What follows belongs to an exercise in optimizing a design on an open flow for small area, a short achievable clock period and few clock cycles; a production flow would make more cautious choices.
In this exercise RTL edits were held to simulation tests only and were not proved equivalent to the original.
Power and IR drop assume default switching activity.

File: flow/design.v
module zpid_fp_round #(parameter W = 28) (
    input  wire                s,
    input  wire signed [11:0]  e,
    input  wire [W-1:0]        m,
    output reg  [31:0]         r
);
    integer            i;
    reg [7:0]          lz;
    reg                found;
    reg [W-1:0]        mn;
    reg signed [11:0]  en;
    reg [11:0]         sh;
    reg [W-1:0]        mr;
    reg                sticky;
    reg [23:0]         m24;
    reg                g, st, rnd;
    reg [24:0]         m25;
    reg [23:0]         mf;
    reg signed [11:0]  ef;
    always @* begin
        lz = 8'd0;
        found = 1'b0;
        for (i = W-1; i >= 0; i = i - 1) begin
            if (!found) begin
                if (m[i]) found = 1'b1;
                else      lz = lz + 8'd1;
            end
        end
        mn = m << lz;
        en = e - $signed({4'd0, lz});
        sticky = 1'b0;
        mr = mn;
        if (en < 12'sd1) begin
            sh = 12'd1 - en;
            for (i = 0; i < W; i = i + 1)
                if (i < sh) sticky = sticky | mn[i];
            if (sh >= W) mr = {W{1'b0}};
            else         mr = mn >> sh;
            en = 12'sd1;
        end else begin
            sh = 12'd0;
        end
        m24 = mr[W-1 -: 24];
        g   = mr[W-25];
        st  = sticky | (|(mr & ((({{(W-1){1'b0}}, 1'b1}) << (W-25)) - 1)));
        rnd = g & (st | m24[0]);
        m25 = {1'b0, m24} + {24'd0, rnd};
        if (m25[24]) begin
            mf = m25[24:1];
            ef = en + 12'sd1;
        end else begin
            mf = m25[23:0];
            ef = en;
        end
        if (m == {W{1'b0}})
            r = {s, 31'd0};
        else if (ef >= 12'sd255)
            r = {s, 8'hff, 23'd0};
        else
            r = {s, (mf[23] ? ef[7:0] : 8'd0), mf[22:0]};
    end
endmodule
module zpid_fadd (
    input  wire [31:0] a,
    input  wire [31:0] b,
    output reg  [31:0] y
);
    wire       a_nan = (a[30:23] == 8'hff) && (a[22:0] != 0);
    wire       b_nan = (b[30:23] == 8'hff) && (b[22:0] != 0);
    wire       a_inf = (a[30:23] == 8'hff) && (a[22:0] == 0);
    wire       b_inf = (b[30:23] == 8'hff) && (b[22:0] == 0);
    wire       swap = (b[30:0] > a[30:0]);
    wire [31:0] x = swap ? b : a;
    wire [31:0] z = swap ? a : b;
    wire [7:0]  ex = (x[30:23] == 0) ? 8'd1 : x[30:23];
    wire [7:0]  ez = (z[30:23] == 0) ? 8'd1 : z[30:23];
    wire [26:0] mx = {(x[30:23] != 0), x[22:0], 3'b000};
    wire [26:0] mz = {(z[30:23] != 0), z[22:0], 3'b000};
    wire [7:0]  d  = ex - ez;
    reg  [26:0] mz_sh;
    reg         sticky;
    integer     i;
    always @* begin
        sticky = 1'b0;
        for (i = 0; i < 27; i = i + 1)
            if (i < d) sticky = sticky | mz[i];
        mz_sh = (d >= 8'd27) ? 27'd0 : (mz >> d);
        mz_sh[0] = mz_sh[0] | sticky;
    end
    wire        sub = x[31] ^ z[31];
    wire [27:0] sum = sub ? ({1'b0, mx} - {1'b0, mz_sh}) : ({1'b0, mx} + {1'b0, mz_sh});
    wire        rs  = (sub && sum == 28'd0) ? 1'b0 : x[31];
    wire [31:0] rr;
    zpid_fp_round #(.W(28)) u_round (
        .s(rs),
        .e($signed({4'd0, ex}) + 12'sd1),
        .m(sum),
        .r(rr)
    );
    always @* begin
        if (a_nan || b_nan || (a_inf && b_inf && (a[31] != b[31])))
            y = 32'h7fc00000;
        else if (a_inf)
            y = a;
        else if (b_inf)
            y = b;
        else
            y = rr;
    end
endmodule
module zpid_fmul (
    input  wire [31:0] a,
    input  wire [31:0] b,
    output reg  [31:0] y
);
    wire       a_nan  = (a[30:23] == 8'hff) && (a[22:0] != 0);
    wire       b_nan  = (b[30:23] == 8'hff) && (b[22:0] != 0);
    wire       a_inf  = (a[30:23] == 8'hff) && (a[22:0] == 0);
    wire       b_inf  = (b[30:23] == 8'hff) && (b[22:0] == 0);
    wire       a_zero = (a[30:0] == 0);
    wire       b_zero = (b[30:0] == 0);
    wire       s      = a[31] ^ b[31];
    wire [7:0]  ea = (a[30:23] == 0) ? 8'd1 : a[30:23];
    wire [7:0]  eb = (b[30:23] == 0) ? 8'd1 : b[30:23];
    wire [23:0] ma = {(a[30:23] != 0), a[22:0]};
    wire [23:0] mb = {(b[30:23] != 0), b[22:0]};
    wire [47:0] p  = ma * mb;
    wire [31:0] rr;
    zpid_fp_round #(.W(48)) u_round (
        .s(s),
        .e($signed({4'd0, ea}) + $signed({4'd0, eb}) - 12'sd126),
        .m(p),
        .r(rr)
    );
    always @* begin
        if (a_nan || b_nan || (a_inf && b_zero) || (b_inf && a_zero))
            y = 32'h7fc00000;
        else if (a_inf || b_inf)
            y = {s, 8'hff, 23'd0};
        else
            y = rr;
    end
endmodule
module zpid_i2f (
    input  wire [31:0] i,
    output wire [31:0] y
);
    wire        s   = i[31];
    wire [31:0] mag = s ? (~i + 32'd1) : i;
    zpid_fp_round #(.W(32)) u_round (
        .s(s),
        .e(12'sd158),
        .m(mag),
        .r(y)
    );
endmodule
module zpid_f2i (
    input  wire [31:0] x,
    output reg  [31:0] y
);
    wire [7:0]  ex = x[30:23];
    wire [23:0] mx = {1'b1, x[22:0]};
    reg  [31:0] mag;
    always @* begin
        if (ex >= 8'd150)
            mag = {8'd0, mx} << (ex - 8'd150);
        else
            mag = {8'd0, mx} >> (8'd150 - ex);
        if (ex >= 8'd158)
            y = 32'h80000000;
        else if (ex < 8'd127)
            y = 32'd0;
        else
            y = x[31] ? (~mag + 32'd1) : mag;
    end
endmodule
module zpid_fgt (
    input  wire [31:0] a,
    input  wire [31:0] b,
    output reg         gt
);
    wire a_nan = (a[30:23] == 8'hff) && (a[22:0] != 0);
    wire b_nan = (b[30:23] == 8'hff) && (b[22:0] != 0);
    always @* begin
        if (a_nan || b_nan)
            gt = 1'b0;
        else if (a[30:0] == 0 && b[30:0] == 0)
            gt = 1'b0;
        else if (!a[31] && !b[31])
            gt = a[30:0] > b[30:0];
        else if (!a[31] && b[31])
            gt = 1'b1;
        else if (a[31] && !b[31])
            gt = 1'b0;
        else
            gt = a[30:0] < b[30:0];
    end
endmodule
module zpid_clamp (
    input  wire [31:0] x,
    input  wire [31:0] m,
    output wire [31:0] y
);
    wire [31:0] lo = {~m[31], m[30:0]};
    wire        above, below;
    zpid_fgt u_hi (.a(x),  .b(m), .gt(above));
    zpid_fgt u_lo (.a(lo), .b(x), .gt(below));
    assign y = above ? m : (below ? lo : x);
endmodule
module zpid_pid (
    input  wire [31:0] kp,
    input  wire [31:0] ki,
    input  wire [31:0] kd,
    input  wire [31:0] iout_max,
    input  wire [31:0] out_max,
    input  wire [31:0] acc_in,
    input  wire [31:0] last_err,
    input  wire [31:0] feedback,
    input  wire [31:0] target,
    output wire [31:0] acc_out,
    output wire [31:0] err_out,
    output wire [31:0] out
);
    wire [31:0] e, acc, ki_acc, it, p, de, d, pi, u;
    zpid_fadd  u_err  (.a(target), .b({~feedback[31], feedback[30:0]}), .y(e));
    zpid_fadd  u_acc  (.a(acc_in), .b(e), .y(acc));
    zpid_fmul  u_imul (.a(ki), .b(acc), .y(ki_acc));
    zpid_clamp u_iclp (.x(ki_acc), .m(iout_max), .y(it));
    zpid_fmul  u_pmul (.a(kp), .b(e), .y(p));
    zpid_fadd  u_de   (.a(e), .b({~last_err[31], last_err[30:0]}), .y(de));
    zpid_fmul  u_dmul (.a(kd), .b(de), .y(d));
    zpid_fadd  u_pi   (.a(p), .b(it), .y(pi));
    zpid_fadd  u_sum  (.a(pi), .b(d), .y(u));
    zpid_clamp u_oclp (.x(u), .m(out_max), .y(out));
    assign acc_out = acc;
    assign err_out = e;
endmodule
module zpid_ctrl (
    input  wire         clk,
    input  wire         rst,
    input  wire         op_valid,
    input  wire [2:0]   op,
    output wire         op_ready,
    input  wire [127:0] fb_in,      
    input  wire [95:0]  tgt_in,     
    input  wire [319:0] gain_in,    
    output reg          done,
    output reg          cmd_valid,
    output wire [127:0] cmd_out,    
    output wire [95:0]  vel_out     
);
    localparam [2:0] OP_INIT  = 3'b001;
    localparam [2:0] OP_GAINS = 3'b010;
    localparam [2:0] OP_TICK  = 3'b011;
    localparam [1:0] S_IDLE  = 2'd0;
    localparam [1:0] S_OUTER = 2'd1;
    localparam [1:0] S_MIX   = 2'd2;
    localparam [1:0] S_INNER = 2'd3;
    localparam [31:0] F_ONE  = 32'h3f800000;
    localparam [31:0] F_500  = 32'h43fa0000;
    localparam [31:0] F_2000 = 32'h44fa0000;
    reg [1:0]  state;
    reg [1:0]  idx;
    reg        initialized;
    reg [31:0] g_kp   [0:1];
    reg [31:0] g_ki   [0:1];
    reg [31:0] g_kd   [0:1];
    reg [31:0] g_iout [0:1];
    reg [31:0] g_omax [0:1];
    reg [31:0] accum    [0:6];
    reg [31:0] last_err [0:6];
    reg [31:0] fb  [0:3];
    reg [31:0] vel [0:2];
    reg [31:0] tgt [0:2];
    reg [31:0] tv  [0:2];
    reg [31:0] tm  [0:3];
    reg [31:0] cmd [0:3];
    integer k;
    wire signed [33:0] m0 = {{2{fb_in[31]}},  fb_in[31:0]};
    wire signed [33:0] m1 = {{2{fb_in[63]}},  fb_in[63:32]};
    wire signed [33:0] m2 = {{2{fb_in[95]}},  fb_in[95:64]};
    wire signed [33:0] m3 = {{2{fb_in[127]}}, fb_in[127:96]};
    wire signed [33:0] sx =  m0 + m1 + m2 + m3;
    wire signed [33:0] sy = -m0 + m1 + m2 - m3;
    wire signed [33:0] sz = -m0 + m1 - m2 + m3;
    function [31:0] tdiv4;
        input signed [33:0] s;
        reg   signed [33:0] q;
        begin
            q = (s + (s[33] ? 34'sd3 : 34'sd0)) >>> 2;
            tdiv4 = q[31:0];
        end
    endfunction
    wire        inner = (state == S_INNER);
    wire [2:0]  axis  = inner ? (3'd3 + {1'b0, idx}) : {1'b0, idx};
    wire        grp   = inner;
    wire [31:0] fb_int = inner ? fb[idx] : vel[idx];
    wire [31:0] fb_flt;
    wire [31:0] pid_tgt = inner ? tm[idx] : tgt[idx];
    wire [31:0] pid_acc, pid_err, pid_out;
    wire [31:0] pid_cmd;
    zpid_i2f u_i2f (.i(fb_int), .y(fb_flt));
    zpid_pid u_pid (
        .kp(g_kp[grp]), .ki(g_ki[grp]), .kd(g_kd[grp]),
        .iout_max(g_iout[grp]), .out_max(g_omax[grp]),
        .acc_in(accum[axis]), .last_err(last_err[axis]),
        .feedback(fb_flt), .target(pid_tgt),
        .acc_out(pid_acc), .err_out(pid_err), .out(pid_out)
    );
    zpid_f2i u_f2i (.x(pid_out), .y(pid_cmd));
    wire        mix_vy_neg = (idx == 2'd0) || (idx == 2'd3);
    wire        mix_vz_neg = (idx == 2'd0) || (idx == 2'd2);
    wire [31:0] mix_a, mix_y;
    zpid_fadd u_mix1 (.a(tv[0]), .b({tv[1][31] ^ mix_vy_neg, tv[1][30:0]}), .y(mix_a));
    zpid_fadd u_mix2 (.a(mix_a), .b({tv[2][31] ^ mix_vz_neg, tv[2][30:0]}), .y(mix_y));
    assign op_ready = (state == S_IDLE);
    always @(posedge clk) begin
        if (rst) begin
            state       <= S_IDLE;
            idx         <= 2'd0;
            initialized <= 1'b0;
            done        <= 1'b0;
            cmd_valid   <= 1'b0;
            for (k = 0; k < 2; k = k + 1) begin
                g_kp[k]   <= F_ONE;
                g_ki[k]   <= F_ONE;
                g_kd[k]   <= F_ONE;
                g_iout[k] <= F_500;
                g_omax[k] <= F_2000;
            end
            for (k = 0; k < 7; k = k + 1) begin
                accum[k]    <= 32'd0;
                last_err[k] <= 32'd0;
            end
            for (k = 0; k < 4; k = k + 1) begin
                fb[k]  <= 32'd0;
                tm[k]  <= 32'd0;
                cmd[k] <= 32'd0;
            end
            for (k = 0; k < 3; k = k + 1) begin
                vel[k] <= 32'd0;
                tgt[k] <= 32'd0;
                tv[k]  <= 32'd0;
            end
        end else begin
            done <= 1'b0;
            case (state)
                S_IDLE: begin
                    if (op_valid) begin
                        case (op)
                            OP_INIT: initialized <= 1'b1;
                            OP_GAINS: begin
                                g_kp[0]   <= gain_in[0*32 +: 32];
                                g_ki[0]   <= gain_in[1*32 +: 32];
                                g_kd[0]   <= gain_in[2*32 +: 32];
                                g_iout[0] <= gain_in[3*32 +: 32];
                                g_omax[0] <= gain_in[4*32 +: 32];
                                g_kp[1]   <= gain_in[5*32 +: 32];
                                g_ki[1]   <= gain_in[6*32 +: 32];
                                g_kd[1]   <= gain_in[7*32 +: 32];
                                g_iout[1] <= gain_in[8*32 +: 32];
                                g_omax[1] <= gain_in[9*32 +: 32];
                            end
                            OP_TICK: begin
                                for (k = 0; k < 4; k = k + 1)
                                    fb[k] <= fb_in[32*k +: 32];
                                for (k = 0; k < 3; k = k + 1)
                                    tgt[k] <= tgt_in[32*k +: 32];
                                vel[0] <= tdiv4(sx);
                                vel[1] <= tdiv4(sy);
                                vel[2] <= tdiv4(sz);
                                idx <= 2'd0;
                                if (initialized) begin
                                    state <= S_OUTER;
                                end else begin
                                    done      <= 1'b1;
                                    cmd_valid <= 1'b0;
                                end
                            end
                            default: ;
                        endcase
                    end
                end
                S_OUTER: begin
                    accum[axis]    <= pid_acc;
                    last_err[axis] <= pid_err;
                    tv[idx]        <= pid_out;
                    if (idx == 2'd2) begin
                        idx   <= 2'd0;
                        state <= S_MIX;
                    end else begin
                        idx <= idx + 2'd1;
                    end
                end
                S_MIX: begin
                    tm[idx] <= mix_y;
                    idx     <= idx + 2'd1;
                    if (idx == 2'd3)
                        state <= S_INNER;
                end
                S_INNER: begin
                    accum[axis]    <= pid_acc;
                    last_err[axis] <= pid_err;
                    cmd[idx]       <= pid_cmd;
                    idx            <= idx + 2'd1;
                    if (idx == 2'd3) begin
                        state     <= S_IDLE;
                        done      <= 1'b1;
                        cmd_valid <= 1'b1;
                    end
                end
            endcase
        end
    end
    assign cmd_out = {cmd[3], cmd[2], cmd[1], cmd[0]};
    assign vel_out = {vel[2], vel[1], vel[0]};
endmodule
File: flow/constraint.sdc
create_clock -name core_clock -period 300.0 [get_ports {clk}]
set_input_delay 60.0000 -clock core_clock [delete_from_list [all_inputs] [get_ports {clk}]]
set_output_delay 60.0000 -clock core_clock [all_outputs]
set_load 0.01 [all_outputs]
File: flow/run.sh
#!/bin/bash
# synth_recipe.tcl (not shown) runs the flow's synth.tcl, then flattens the netlist and writes it again
# the make line also repeats each setting of config.mk as NAME=value (left out here)
make -C /OpenROAD-flow-scripts/flow DESIGN_CONFIG=/design/flow/config.mk WORK_HOME=/design/flow/orfs CLKGATE_MAP_FILE= SYNTH_SCRIPT=/design/flow/synth_recipe.tcl finish
File: flow/config.mk
export PLATFORM = sky130hd
export DESIGN_NAME = zpid_ctrl
export DESIGN_NICKNAME = zpid_ctrl
export VERILOG_FILES = /design/flow/design.v
export SDC_FILE = /design/flow/constraint.sdc
export NUM_CORES = 8
export LEC_CHECK = 0
export ABC_CLOCK_PERIOD_IN_PS = 50000
export CAP_MARGIN = 20
export CORE_MARGIN = 2
export CORE_UTILIZATION = 30
export SLEW_MARGIN = 20
==> flow_summary.json <==
{
  "status": "finished clean",
  "fp.coreArea_um2": 1050000,
  "maxCapViolations": 0,
  "p_clk_uw": 244,
  "cp_slowest_stage_delay_ns": 0.97,
  "die_h_mm": 1.03,
  "start_util_pct": 30.1,
  "drt-total-wl_mm": 1380,
  "final_antenna_net_count": 0,
  "power_frac_clock_pct": 0,
  "worstPathRequired_ns": 300.71,
  "rsz0062_at_grt": "no",
  "rrSetupSlack_ns": 54.97,
  "synth_edf_count": 800,
  "grt_pass1_vias": 304000,
  "period_minus_slack_ns": 245.03,
  "hold_path.class": "register to register",
  "setup_tns_ns": 0,
  "pwr-share-comb_pct": 100.0,
  "avgSynthCellArea_um2": 7.56,
  "route.detailed.drc": 0,
  "pwr_density_cell_nw_per_um2": 4500,
  "yosys_warnings": 24,
  "drtPass1Iterations": 10,
  "place_inst": 55300,
  "grt_pass1_wl_mm": 2030,
  "ios": 777,
  "internal-power_uw": 492000,
  "grt_max_degree": 185,
  "path_max_fanout": 71,
  "wire_per_inst_um": 24.9,
  "syn_inst": 41900,
  "layout_common_cells": "6023 x nand2_1, 4847 x nor2_1, 3099 x inv_1",
  "synth_top_flop_cell": "edfxtp_1",
  "nets": 45500,
  "syn_area_um2": 316000,
  "layout.cells.non_filler": 55600,
  "crit_buf_inv": 57,
  "layout_commonest_cell": "nand2_1",
  "yosys-top-cells-area": "fa_1 10%, edfxtp_1 7.6%, ha_1 7.5%",
  "vias": 321000,
  "path_depth": 817,
  "hold_ws_ns": 0.449,
  "dpl.hpwl_mm": 1090,
  "worstMarginPinSlew_ns": 1.32,
  "relSlewSlack_pct": 11.6,
  "setup_viol": 0,
  "seq_area_frac_synth_pct": 12.1,
  "post_cts_resized": 0,
  "p_switching_uw": 1050000,
  "path_class": "register to register",
  "clock_latency_ns": 1.19,
  "met3_usage_pct": 4.09,
  "grt_usage_pct": 24.8,
  "hold_violations": 0,
  "layout-drive-gt1-share_pct": 10.1,
  "area_growth_pct": 8.24,
  "viasPerCell": 5.77,
  "seq-power_uw": 245,
  "worst_hold_path.num_cells": 2,
  "synth-seq-cells": 1513,
  "clkSinkCount": 1513,
  "synth_fp_nets": 45900,
  "switching_share_pct": 68.1,
  "antenna_found_initial": 59,
  "peakVddDrop_v": 0.00669,
  "slew_viol_final": 0,
  "rr_startpoint": "idx[0]$_SDFFE_PP0P_",
  "timing.fmax_mhz": 4.08,
  "gp_congestion": 1.05,
  "met2_usage_pct": 39.0,
  "p_leak_uw": 0.138,
  "post-route-period-util_pct": 81.7,
  "startpoint": "idx[0]$_SDFFE_PP0P_",
  "ctsHtreeMaxLevel": 4,
  "synthArstFlopShare_pct": 0,
  "path_delay_family": "adder cells",
  "powerComb_uw": 1540000,
  "cts_hold_buf": 0,
  "cp.arrival_ns": 245.74,
  "slowest_stage": "nor4bb_2",
  "cp-endpoint": "cmd[2][23]$_SDFFCE_PN0P_",
  "die_w_mm": 1.03,
  "clock_path_buffers": 5,
  "netlist.area_leader.share_pct": 10.2,
  "port-buffer-count": 776,
  "fin_skew_ns": 0.244,
  "setup_slack_ns": 54.97,
  "synth.distinct_cells": 245,
  "maxPowerGroup": "combinational cells",
  "p_total_uw": 1540000,
  "grtUsageMet1_pct": 32.5,
  "crit_top_cell": "ha_1",
  "dp_slack_ns": 59.95,
  "yosysTopAreaCell": "fa_1",
  "grt-ovfl-total": 0,
  "cts_setup_buffers": 0,
  "end_kind": "register",
  "timing.rr.end": "cmd[2][23]$_SDFFCE_PN0P_",
  "fp.dieArea_um2": 1060000,
  "drt_iter0_markers": 36600,
  "cts_buffers": 191,
  "grt-busiest-layer": "met2",
  "rr_worst_depth": 1182,
  "crit_path_start_kind": "register",
  "rows": 377,
  "root_buffer": "clkbuf_16",
  "hold_end": "g_kd[0][16]$_SDFFE_PP0P_",
  "cts_tree": "built",
  "min_from": "g_kd[0][16]$_SDFFE_PP0P_",
  "seq_power_share_pct": 0,
  "clkSlewWorstSetupHoldPaths_ns": 0.07
}
cell type report:
class	count	area (um2)
antenna	32	80.1
clock buffer	246	5240
clock inverter	95	1140
fill	114000	710000
inverter	3184	12000
multi-input combinational	34800	253000
sequential	1513	38300
tap	14000	17500
timing repair buffer	1719	15000
state kept, by name (all words and copies together), names as in the netlist, named ones only:
| name | flops |
|---|---|
| vel | 96 |
| last_err | 256 |
| fb | 128 |
| g_kd | 64 |
| g_ki | 64 |
| cmd | 128 |
| state | 2 |
| cmd_valid | 1 |
| tv | 96 |
| g_iout | 64 |
| idx | 2 |
| tm | 128 |
| g_kp | 64 |
| tgt | 96 |
| g_omax | 64 |
| accum | 256 |
| initialized | 1 |
| done | 1 |
synth_stat cells (all sizes together), types with 107 or more instances:
| cell | n |
|---|---|
| nand3b | 147 |
| xnor2 | 1367 |
| nand2 | 6109 |
| nor3 | 968 |
| o21a | 197 |
| inv | 3147 |
| buf | 539 |
| a221oi | 161 |
| ha | 1897 |
| mux2 | 461 |
| or3 | 266 |
| edfxtp | 800 |
| mux2i | 1096 |
| a21oi | 3151 |
| a21boi | 126 |
| a211oi | 437 |
| and3 | 354 |
| and2 | 526 |
| a21o | 478 |
| o21ai | 2302 |
| nor4 | 385 |
| or2 | 223 |
| a2111oi | 119 |
| xor2 | 770 |
| dfxtp | 713 |
| o2111ai | 146 |
| nor2 | 4975 |
| o21bai | 381 |
| o22ai | 233 |
| mux4 | 283 |
| o31ai | 234 |
| nand2b | 354 |
| nor3b | 118 |
| or4 | 107 |
| o221ai | 156 |
| clkbuf | 1763 |
| nand3 | 1098 |
| fa | 1610 |
| nor2b | 272 |
| nand4 | 475 |
| a31oi | 433 |
| o211ai | 293 |
| a22oi | 239 |
layer usage:
| metal | up-vias | routed length (um) |
|---|---|---|
| met5 | - | 94 |
| met4 | 16 | 88900 |
| met3 | 3259 | 115000 |
| met2 | 15600 | 607000 |
| met1 | 155000 | 573000 |
| li1 | 147000 | - |
logic make-up (layout without fill, tap and decap cells):
| logic type | after synthesis | after routing | synth area share [%] |
|---|---|---|---|
| AO/OA/AOI/OAI | 10400 | 10400 | 22.4 |
| XOR/XNOR | 2239 | 2239 | 7.07 |
| adder cells (fa/ha/maj) | 3547 | 3547 | 17.8 |
| buffers and inverters | 5522 | 5244 | 8.41 |
| flip-flops | 1513 | 1513 | 12.1 |
| multiplexers | 1840 | 1840 | 7.20 |
| other | 0 | 32 | 0 |
| AND/OR/NAND/NOR | 16800 | 16800 | 25.0 |
metrics by stage:
stage	utilization, %	instance area (um2)
after floorplan	-	316000
after global placement	31.9	336000
after detailed placement	31.9	336000
after CTS	32.5	342000
after global routing	32.5	343000
final	32.5	343000
Testbench counts, summed over its fixed seeds: cycles 23,072.

re-timing with driven ports:
The flow's constraints put no driver on any port. The routed layout listed below was extracted and timed again, unchanged, in two steps. Step 1 assumes that a clkbuf_16 drives the clock port and a buf_2 every other input. Step 2 also shifts input and output timing later by t, the mid clock arrival at the registers, as if the neighbouring blocks saw the same clock. a / b / c = ideal / step 1 / step 2; a / b = the first two.
t, ns: 1.219
slack for setup (ns): 54.972 / 54.973 / 54.973
worst setup path at the end: register to register
After both steps setup and hold are still met in this run. For this run, drivers alone change the setup slack by +0.001 ns; drivers and shift together by +0.001 ns.
